This design comes from an exercise in tuning for small area on the open sky130 flow, not from production work. For this run, only the layout was checked, not whether the RTL still works. Power is estimated from default activity; no workload was simulated.

`design.v`:
```
module srcp #(
  parameter [31:0] GPIO_BASE = 32'h2020_0000,
  parameter integer PIN_CLK   = 17,
  parameter integer PIN_LATCH = 27,
  parameter integer PIN_DATA  = 22,
  parameter integer TICK_DIV  = 100,    
  parameter integer T_LH_US   = 12,
  parameter integer T_LL_US   = 6,
  parameter integer T_CL_US   = 6,
  parameter integer T_CH_US   = 6
) (
  input  wire        clk,
  input  wire        rst,           
  input  wire        host_sel,
  input  wire        host_we,
  input  wire [5:0]  host_addr,     
  input  wire [1:0]  host_size,     
  input  wire [31:0] host_wdata,
  output reg  [31:0] host_rdata,
  output wire        host_err,
  output reg         gpio_req,
  output reg         gpio_we,
  output reg  [31:0] gpio_addr,
  output reg  [31:0] gpio_wdata,
  input  wire [31:0] gpio_rdata,
  input  wire        gpio_ack,
  input  wire [2:0]  grant,
  input  wire        sink_ok,
  output wire        evt_valid,
  output wire [15:0] evt_data,
  input  wire        evt_ready
);
  localparam [3:0] OP_NOP = 4'h0, OP_CONFIGURE = 4'h1, OP_IDLE = 4'h2,
                   OP_POLL = 4'h3, OP_DECODE = 4'h4, OP_DECODE_IMM = 4'h5,
                   OP_TEARDOWN = 4'h6;
  localparam [2:0] LS_UNCONFIGURED = 3'd0, LS_CONFIGURED = 3'd1,
                   LS_READY = 3'd2, LS_TORN_DOWN = 3'd3, LS_FAILED = 3'd4;
  localparam [2:0] U_WAIT = 3'b000, U_LSET = 3'b001, U_LCLR = 3'b010,
                   U_SMPL = 3'b011, U_LCFG = 3'b100, U_LACQ = 3'b101,
                   U_LREL = 3'b110, U_EMIT = 3'b111;
  localparam [1:0] L_CLK = 2'd0, L_LATCH = 2'd1, L_DATA = 2'd2;
  function [7:0] off_fsel(input integer p); off_fsel = 4 * (p / 10); endfunction
  function integer fpos(input integer p); fpos = 3 * (p % 10); endfunction
  localparam [7:0] OFF_SET = 8'h1C, OFF_CLR = 8'h28, OFF_LEV = 8'h34;
  reg  [2:0]  lstate;
  reg         busy;
  reg  [3:0]  cur;
  reg  [6:0]  upc;
  reg  [15:0] shift;
  reg  [15:0] evt_src;
  reg  [15:0] raw;
  reg         raw_valid;
  reg         err_resource, err_alloc, err_illegal, err_busy, err_state;
  reg  [31:0] errcmd;
  reg  [2:0]  owned;
  reg  [6:0]  presc;
  reg  [4:0]  dcnt;
  localparam [2:0] S_EXEC = 3'd0, S_WAIT = 3'd1, S_RD = 3'd2, S_WR = 3'd3,
                   S_LCFG_RD = 3'd4, S_LCFG_WR = 3'd5;
  reg  [2:0]  sstate;
  reg  [31:0] rmw;
  function [7:0] uprog(input [3:0] op, input [6:0] pc);
    begin
      uprog = 8'hE0;
      case (op)
        OP_CONFIGURE:
          case (pc)
            7'd0: uprog = 8'hA0;    
            7'd1: uprog = 8'hA8;    
            7'd2: uprog = 8'hB0;    
            7'd3: uprog = 8'h81;    
            7'd4: uprog = 8'h89;    
            default: uprog = 8'h90;  
          endcase
        OP_IDLE:
          uprog = (pc == 7'd0) ? 8'h20 : 8'h48;    
        OP_TEARDOWN:
          case (pc)
            7'd0: uprog = 8'h40;    
            7'd1: uprog = 8'h48;    
            7'd2: uprog = 8'hC0;    
            7'd3: uprog = 8'hC8;    
            default: uprog = 8'hD0;  
          endcase
        OP_POLL:
          case (pc)
            7'd0: uprog = 8'h28;    
            7'd1: uprog = 8'h00;    
            7'd2: uprog = 8'h48;    
            7'd3: uprog = 8'h01;    
            default:
              case ((pc - 7'd4) % 5)
                0: uprog = 8'h70;   
                1: uprog = 8'h40;   
                2: uprog = 8'h02;   
                3: uprog = 8'h20;   
                default: uprog = 8'h03;  
              endcase
          endcase
        default: uprog = 8'hE0;     
      endcase
    end
  endfunction
  function [6:0] uprog_len(input [3:0] op);
    case (op)
      OP_CONFIGURE: uprog_len = 7'd6;
      OP_IDLE:      uprog_len = 7'd2;
      OP_POLL:      uprog_len = 7'd84;
      OP_TEARDOWN:  uprog_len = 7'd5;
      default:      uprog_len = 7'd11;
    endcase
  endfunction
  wire [7:0] uop   = uprog(cur, upc);
  wire [2:0] uopc  = uop[7:5];
  wire [1:0] uline = uop[4:3];
  wire [2:0] uarg  = uop[2:0];
  wire       last  = (upc == uprog_len(cur) - 7'd1);
  function [1:0] ax(input rn, input rp);
    ax = rn ? 2'b11 : (rp ? 2'b01 : 2'b00);
  endfunction
  function [15:0] evword(input [15:0] r, input [6:0] k);
    case (k)
      7'd0, 7'd1, 7'd2, 7'd3:
        evword = {4'b0000, k[3:0], 7'b0, r[k[3:0]]};
      7'd4: evword = {4'b0100, 4'd4, 6'b0, ax(r[4], r[5])};
      7'd5: evword = {4'b0100, 4'd6, 6'b0, ax(r[6], r[7])};
      7'd6, 7'd7, 7'd8, 7'd9:
        evword = {4'b0000, k[3:0] + 4'd2, 7'b0, r[k[3:0] + 4'd2]};
      default: evword = 16'h8000;
    endcase
  endfunction
  wire is_decode = (cur == OP_DECODE) || (cur == OP_DECODE_IMM);
  assign evt_valid = busy && is_decode;
  assign evt_data  = evt_valid ? evword(evt_src, upc) : 16'h0000;
  wire [31:0] status = {19'b0, err_state, err_busy, err_illegal, err_alloc,
                        err_resource, 3'b0, raw_valid, lstate, busy};
  assign host_err = host_sel && ((host_size != 2'd2) || (host_addr[1:0] != 2'b00));
  wire host_ok = host_sel && !host_err;
  wire cmd_wr    = host_ok && host_we && (host_addr[5:2] == 4'h0);
  wire status_wr = host_ok && host_we && (host_addr[5:2] == 4'h1);
  always @(*) begin
    case (host_addr[5:2])
      4'h1:    host_rdata = status;
      4'h2:    host_rdata = {16'b0, raw};
      4'h3:    host_rdata = 32'h0001_12E1;
      4'h4:    host_rdata = 32'h0019_0001;
      4'h5:    host_rdata = 32'h0000_0728;
      4'h6:    host_rdata = errcmd;
      default: host_rdata = 32'h0000_0000;
    endcase
  end
  wire [3:0] w_op   = host_wdata[3:0];
  wire       w_well = (w_op <= OP_TEARDOWN) && (host_wdata[15:4] == 12'h000) &&
                      ((host_wdata[31:16] == 16'h0000) || (w_op == OP_DECODE_IMM));
  wire       cfgd   = (lstate == LS_CONFIGURED) || (lstate == LS_READY);
  reg        w_legal;
  always @(*) begin
    case (w_op)
      OP_NOP:        w_legal = 1'b1;
      OP_CONFIGURE:  w_legal = (lstate != LS_FAILED);
      OP_IDLE:       w_legal = cfgd;
      OP_POLL:       w_legal = (lstate == LS_READY);
      OP_DECODE:     w_legal = cfgd && raw_valid;
      OP_DECODE_IMM: w_legal = cfgd;
      OP_TEARDOWN:   w_legal = 1'b1;
      default:       w_legal = 1'b0;
    endcase
  end
  function integer pin_of(input [1:0] l);
    pin_of = (l == L_CLK) ? PIN_CLK : (l == L_LATCH) ? PIN_LATCH : PIN_DATA;
  endfunction
  reg [7:0]  a_fsel;
  reg [4:0]  a_fpos;
  reg [4:0]  a_sbit;
  always @(*) begin
    case (uline)
      L_CLK:   begin a_fsel = off_fsel(PIN_CLK);   a_fpos = fpos(PIN_CLK);   a_sbit = PIN_CLK % 32;   end
      L_LATCH: begin a_fsel = off_fsel(PIN_LATCH); a_fpos = fpos(PIN_LATCH); a_sbit = PIN_LATCH % 32; end
      default: begin a_fsel = off_fsel(PIN_DATA);  a_fpos = fpos(PIN_DATA);  a_sbit = PIN_DATA % 32;  end
    endcase
  end
  function [4:0] wait_us(input [2:0] cls);
    case (cls)
      3'd0:    wait_us = T_LH_US;
      3'd1:    wait_us = T_LL_US;
      3'd2:    wait_us = T_CL_US;
      default: wait_us = T_CH_US;
    endcase
  endfunction
  wire [6:0] idx7 = (upc - 7'd4) / 5;
  wire [3:0] idx  = idx7[3:0];
  reg done_last;
  always @(*) begin
    done_last = 1'b0;
    if (last) begin
      case (sstate)
        S_EXEC:    done_last = (uopc == U_LREL) || (uopc == U_EMIT && evt_ready);
        S_WAIT:    done_last = (presc == TICK_DIV - 1) && (dcnt == 5'd1);
        S_RD, S_WR: done_last = gpio_ack;
        S_LCFG_WR: done_last = gpio_req && gpio_ack;
        default:   done_last = 1'b0;
      endcase
    end
  end
  always @(posedge clk) begin
    if (rst) begin
      lstate       <= LS_UNCONFIGURED;
      busy         <= 1'b0;
      cur          <= OP_NOP;
      upc          <= 7'd0;
      shift        <= 16'h0000;
      evt_src      <= 16'h0000;
      raw          <= 16'h0000;
      raw_valid    <= 1'b0;
      err_resource <= 1'b0;
      err_alloc    <= 1'b0;
      err_illegal  <= 1'b0;
      err_busy     <= 1'b0;
      err_state    <= 1'b0;
      errcmd       <= 32'h0;
      owned        <= 3'b000;
      presc        <= 7'd0;
      dcnt         <= 5'd0;
      sstate       <= S_EXEC;
      rmw          <= 32'h0;
      gpio_req     <= 1'b0;
      gpio_we      <= 1'b0;
      gpio_addr    <= 32'h0;
      gpio_wdata   <= 32'h0;
    end else begin
      if (status_wr) begin
        if (host_wdata[8])  err_resource <= 1'b0;
        if (host_wdata[9])  err_alloc    <= 1'b0;
        if (host_wdata[10]) err_illegal  <= 1'b0;
        if (host_wdata[11]) err_busy     <= 1'b0;
        if (host_wdata[12]) err_state    <= 1'b0;
      end
      if (cmd_wr) begin
        if (busy) begin
          err_busy <= 1'b1;
          errcmd   <= host_wdata;
        end else if (!w_well) begin
          err_illegal <= 1'b1;
          errcmd      <= host_wdata;
        end else if (!w_legal) begin
          err_state <= 1'b1;
          errcmd    <= host_wdata;
        end else begin
          cur <= w_op;
          if (w_op == OP_TEARDOWN && !cfgd) begin
            raw_valid <= 1'b0;
            lstate    <= LS_TORN_DOWN;
          end else if (w_op != OP_NOP) begin
            busy   <= 1'b1;
            upc    <= (w_op == OP_CONFIGURE && cfgd) ? 7'd3 : 7'd0;
            sstate <= S_EXEC;
            if (w_op == OP_POLL)       shift   <= 16'h0000;
            if (w_op == OP_DECODE)     evt_src <= raw;
            if (w_op == OP_DECODE_IMM) evt_src <= host_wdata[31:16];
          end
        end
      end
      if (busy) begin
        case (sstate)
          S_EXEC: begin
            case (uopc)
              U_WAIT: begin
                dcnt   <= wait_us(uarg);
                presc  <= 7'd0;
                sstate <= S_WAIT;
              end
              U_LSET, U_LCLR: begin
                gpio_req   <= 1'b1;
                gpio_we    <= 1'b1;
                gpio_addr  <= GPIO_BASE + ((uopc == U_LSET) ? OFF_SET : OFF_CLR);
                gpio_wdata <= 32'h1 << a_sbit;
                sstate     <= S_WR;
              end
              U_SMPL: begin
                gpio_req  <= 1'b1;
                gpio_we   <= 1'b0;
                gpio_addr <= GPIO_BASE + OFF_LEV;
                sstate    <= S_RD;
              end
              U_LCFG: begin
                gpio_req  <= 1'b1;
                gpio_we   <= 1'b0;
                gpio_addr <= GPIO_BASE + a_fsel;
                sstate    <= S_LCFG_RD;
              end
              U_LACQ: begin
                if (owned[uline] || grant[uline]) begin
                  owned[uline] <= 1'b1;
                  if (uline == L_DATA && !sink_ok) begin
                    owned        <= 3'b000;
                    lstate       <= LS_FAILED;
                    err_alloc    <= 1'b1;
                    errcmd       <= {28'h0, cur};
                    busy         <= 1'b0;
                    upc          <= 7'd0;
                  end else begin
                    upc <= upc + 7'd1;
                  end
                end else begin
                  owned        <= 3'b000;
                  lstate       <= LS_FAILED;
                  err_resource <= 1'b1;
                  errcmd       <= {28'h0, cur};
                  busy         <= 1'b0;
                  upc          <= 7'd0;
                end
              end
              U_LREL: begin
                owned[uline] <= 1'b0;
                upc <= upc + 7'd1;
              end
              default: begin   
                if (evt_ready)
                  upc <= upc + 7'd1;
              end
            endcase
          end
          S_WAIT: begin
            if (presc == TICK_DIV - 1) begin
              presc <= 7'd0;
              dcnt  <= dcnt - 5'd1;
              if (dcnt == 5'd1) begin
                sstate <= S_EXEC;
                upc    <= upc + 7'd1;
              end
            end else begin
              presc <= presc + 7'd1;
            end
          end
          S_RD: begin
            if (gpio_ack) begin
              gpio_req   <= 1'b0;
              shift[idx] <= ~gpio_rdata[PIN_DATA % 32];
              sstate     <= S_EXEC;
              upc        <= upc + 7'd1;
            end
          end
          S_WR: begin
            if (gpio_ack) begin
              gpio_req <= 1'b0;
              sstate   <= S_EXEC;
              upc      <= upc + 7'd1;
            end
          end
          S_LCFG_RD: begin
            if (gpio_ack) begin
              rmw        <= gpio_rdata;
              gpio_req   <= 1'b0;
              sstate     <= S_LCFG_WR;
            end
          end
          default: begin   
            if (!gpio_req) begin
              gpio_req   <= 1'b1;
              gpio_we    <= 1'b1;
              gpio_wdata <= (rmw & ~(32'h7 << a_fpos)) | ({29'b0, uarg} << a_fpos);
            end else if (gpio_ack) begin
              gpio_req <= 1'b0;
              sstate   <= S_EXEC;
              upc      <= upc + 7'd1;
            end
          end
        endcase
        if (done_last) begin
          busy <= 1'b0;
          upc  <= 7'd0;
          case (cur)
            OP_POLL: begin
              raw       <= shift;
              raw_valid <= 1'b1;
            end
            OP_CONFIGURE:
              if (lstate == LS_UNCONFIGURED || lstate == LS_TORN_DOWN)
                lstate <= LS_CONFIGURED;
            OP_IDLE:
              lstate <= LS_READY;
            OP_TEARDOWN: begin
              raw_valid <= 1'b0;
              lstate    <= LS_TORN_DOWN;
            end
            default: ;
          endcase
        end
      end
    end
  end
endmodule
```
`constraint.sdc`:
```
create_clock -name core_clock -period 10.0 [get_ports {clk}]
set_input_delay 2.0000 -clock core_clock [delete_from_list [all_inputs] [get_ports {clk}]]
set_output_delay 2.0000 -clock core_clock [all_outputs]
set_load 0.01 [all_outputs]
```
`config.mk`:
```
export PLATFORM = sky130hd
export DESIGN_NAME = srcp
export DESIGN_NICKNAME = srcp
export VERILOG_FILES = /design/flow/design.v
export SDC_FILE = /design/flow/constraint.sdc
export NUM_CORES = 4
export LEC_CHECK = 0
export CAP_MARGIN = 20
export CORE_MARGIN = 2
export CORE_UTILIZATION = 40
export SLEW_MARGIN = 20
```
`run.sh`:
```
#!/bin/bash
# synth_recipe.tcl (not shown) runs the flow's synth.tcl, then flattens the netlist and writes it again
# the make line also repeats each setting of config.mk as NAME=value (left out here)
make -C /OpenROAD-flow-scripts/flow DESIGN_CONFIG=/design/flow/config.mk WORK_HOME=/design/flow/orfs CLKGATE_MAP_FILE= SYNTH_SCRIPT=/design/flow/synth_recipe.tcl finish
```
==> results.txt <==
[through the flow]
| stage | cells | instance area [um2] |
|---|---|---|
| after floorplan | 1590 | 12400 |
| final | 2072 | 14600 |
| after detailed placement | 2039 | 14000 |
| after global routing | 2072 | 14600 |
| after global placement | 2038 | 14000 |
| after CTS | 2071 | 14600 |
[power breakdown]
part	switching [mW]	internal [mW]
logic	0.106	0.0730
clock network	0.320	0.426
registers	0.00116	0.756
total	0.427	1.26
[layer usage]
layer	GRT usage, %	part of all wire (%)	up-vias
met5	0	0	-
met2	34.8	44	403
li1	-	-	5783
met1	32.9	47	5572
met4	7.83	2.2	0
met3	4.54	6.4	54
[cell usage in the layout, fill, tap and decap left out, types with 6 or more instances in the layout]
master and n:
nor2_1 208, dfxtp_1 189, nand2_1 186, clkdlybuf4s50_1 162, a21oi_1 116, mux2i_1 80
o21ai_0 52, nor3_1 49, conb_1 35, nand3_1 34, a22o_1 33, a211oi_1 28
ha_1 28, inv_1 27, and2_1 23, buf_4 22, a22oi_1 18, nand2b_1 17
clkbuf_16 17, nor4_1 16, xnor2_1 16, nand4_1 15, o211ai_1 15, xor2_1 15
a32oi_1 14, a21o_1 12, nor2b_1 10, o21ai_1 10, o21a_1 10, or2_2 10
and3_1 10, a31oi_1 10, o31ai_1 8, or3_1 8, nand3b_1 7, o32ai_1 6
o22ai_1 6
[area by class of cell]
type                            count  area [um2]  area share [%]
Clock inverter                     13         200            1.37
Timing Repair Buffer              186        1830            12.5
Tap cell                          396         495            3.38
Clock buffer                       19         433            2.96
Sequential cell                   190        3800            26.0
Inverter                           30         118           0.803
Multi-Input combinational cell   1238        7770            53.0
[worst register-to-register path: cells and delay by family, from the launching register on]
kind / cells / cell delay (ns)
buffers and inverters: 6 / 0.93
adder cells (fa/ha/maj): 3 / 0.94
flip-flops: 1 / 0.32
XOR/XNOR: 1 / 0.10
multiplexers: 2 / 0.60
AND/OR/NAND/NOR: 15 / 3.95
AO/OA/AOI/OAI: 7 / 2.25
[flip-flops by register name, summed over array words and instances (netlist names), 3 cells and up]
name        count
rmw            32
dcnt            5
shift          16
gpio_wdata     32
evt_src        16
lstate          3
raw            16
upc             7
presc           7
cur             4
owned           3
errcmd         32
gpio_addr       5
sstate          3
[timing repair]
action / CTS / global route
gates resized for setup: 0 / 2
buffers inserted: 0 / 1
setup endpoints to repair: 0 / 18
[worst paths after layout]
kind                              from     end  cells after the start
worst max register to register  upc[2]  upc[4]                     34
worst max-delay path            upc[2]  upc[4]                     34
worst min-delay path            rmw[9]  rmw[9]                      2
worst min register to register  rmw[9]  rmw[9]                      2
[cells by family after synthesis]
family | count (synthesis)
mux | 91
compound gates | 408
simple gates | 641
xor+xnor | 35
flops | 190
fa+ha+maj | 28
other cells | 2
buf+inv | 162
==> impl_results.md <==
* # DRC at 0
* Hold Vio Cnt, Final at 0
* Maxcap violations at 0
* Total congestion overflow at 0
* Die W at 179 um
* Crit. End Element: flip-flop
* Synthesized cell area at 0.0123 mm2
* CTS Hold Bufs at 0
* Hold WS at 0.456 ns
* First-pass GRT wire length at 59.3 mm
* RSZ-0062 raised after global routing: no
* Fmax achieved at 109 MHz
* CTS clk-pin slew, worst paths at 0.08 ns
* Syn Inst Count at 1557
* Number of port buffers at 163
* Die area at 0.0321 mm2
* Maximum fanout along the worst path at 28
* Synth area leader: dfxtp_1
* LEAKAGE at 5.07 nW
* TritonCTS clock tree: built
* Worst stage delay on the critical path at 0.65 ns
* Final setup margin at 0.854 ns
* Area fraction in compound gates after synthesis at 23.5%
* I/O pins at 198
* Status: complete, no violations
* Vias in the first global route at 10928
* Synth Flop Type: dfxtp_1
* Antenna fix cells at 0
* WP buf/inv at 6
* Maximum vdd drop at 0.0956 mV
* Distinct cell type count after synthesis at 108
* TNS Setup at 0 ns
* Arr. time, crit path at 9.52 ns
* Fraction of the yosys area taken by sequential cells at 31.0%
* Finished Core Util at 48.1%
* Mean Syn Cell Area at 7.88 um2
* Critical path's top delay family: simple AND/OR/NAND/NOR gates
* Dominant cells by area after synthesis: dfxtp_1 (31%), mux2i_1 (6.5%), nor2_1 (6.4%)
* Synth Area in Adders at 2.86%
* Starting Density at 40.3%
* Num CTS Buffers at 17
* Synth top cells by count: nor2_1 (210), dfxtp_1 (190), nand2_1 (186)
* Vias per Instance at 5.70
* GRT Util Overall at 23.1%
* Core area at 0.0304 mm2
* Max H-tree Level at 4
* Period utilization at 91.5%
* Power Dens Cells at 115 mW/mm2
* Post-DRT Antenna Nets at 0
* CTS Sinks at 190
* Final Power at 1.68 mW
* Req. time, crit path at 10.38 ns
* Yosys top cell area share at 31.0%
* Final WL at 37.4 mm
* Synth async-reset ratio at 0%
* YS warnings at 1
* Area overhead of the layout relative to synthesis at 19.4%
* Post-DP HPWL at 27.1 mm
* Post-synth EDFFs at 0
* Largest family of logic cells by synthesized area: simple AND/OR/NAND/NOR gates
* Final Slew Violations at 0
* Final setup viols at 0
* Slowest CP cell: a41oi_2
* Simple-Gate Fraction of Synth Area at 24.9%
* Hold crit path type: flip-flop to flip-flop
* Final GP Congestion at 0.900
* Seq cells post-synth at 190
* Critical setup path kind: flip-flop to flip-flop
* Setup WS pre-CTS at 0.788 ns
* Post-layout minimum cycle time at 9.15 ns
* Synth Area in XOR/XNOR at 2.83%
* Final nets at 1773
* Worst skew pair latency at 0.45 ns
* Fraction of layout cells with a size suffix above 1 at 7.22%
* Iteration-0 DRC Markers at 824
* Largest net degree at the start of global routing at 75
* Fill cell count at 3035
* Antenna violations before repair at 0
* Num rows at 64
* Proportion of synthesized area in mux cells at 8.02%
* Die height at 179 um
* CTS root buf: clkbuf_16
* Average wire per standard cell at 18.0 um
* CP startpoint kind: flip-flop
* Via count at 11812
* Final Skew at 0.0142 ns
* Drt first pass iters at 5
* Clock tree buffer depth at 2
* Worst-margin pin slew at 1.03 ns
* Most common cell in the netlist: nor2_1
* Max-slew headroom at 30.7%
* Reg2reg setup slack at 0.85 ns

port drivers added, routing unchanged:
In the flow no input, the clock included, has a driving cell. The finished layout below was timed again as built, in two steps. Step 1: set_driving_cell puts a clkbuf_16 on clk and a buf_2 on each other input, an assumption about the parent block. Step 2 times the ports against the registers' clock, not the clock port: input delays grow and output delays shrink by t, the midpoint of the rising clock arrivals with the driver on. Slacks: ideal / step 1 / step 2; pairs: ideal / step 1.
shift t [ns]: 0.494
setup slack, ns: 0.854 / 0.854 / 0.854
latest minus earliest clock arrival (ns): 0.014 / 0.014
slew at the worst register clock pin (ns): 0.08 / 0.08
After both steps this run still meets setup and hold. For this run, drivers alone change the setup slack by 0.000 ns; drivers and shift together by 0.000 ns.
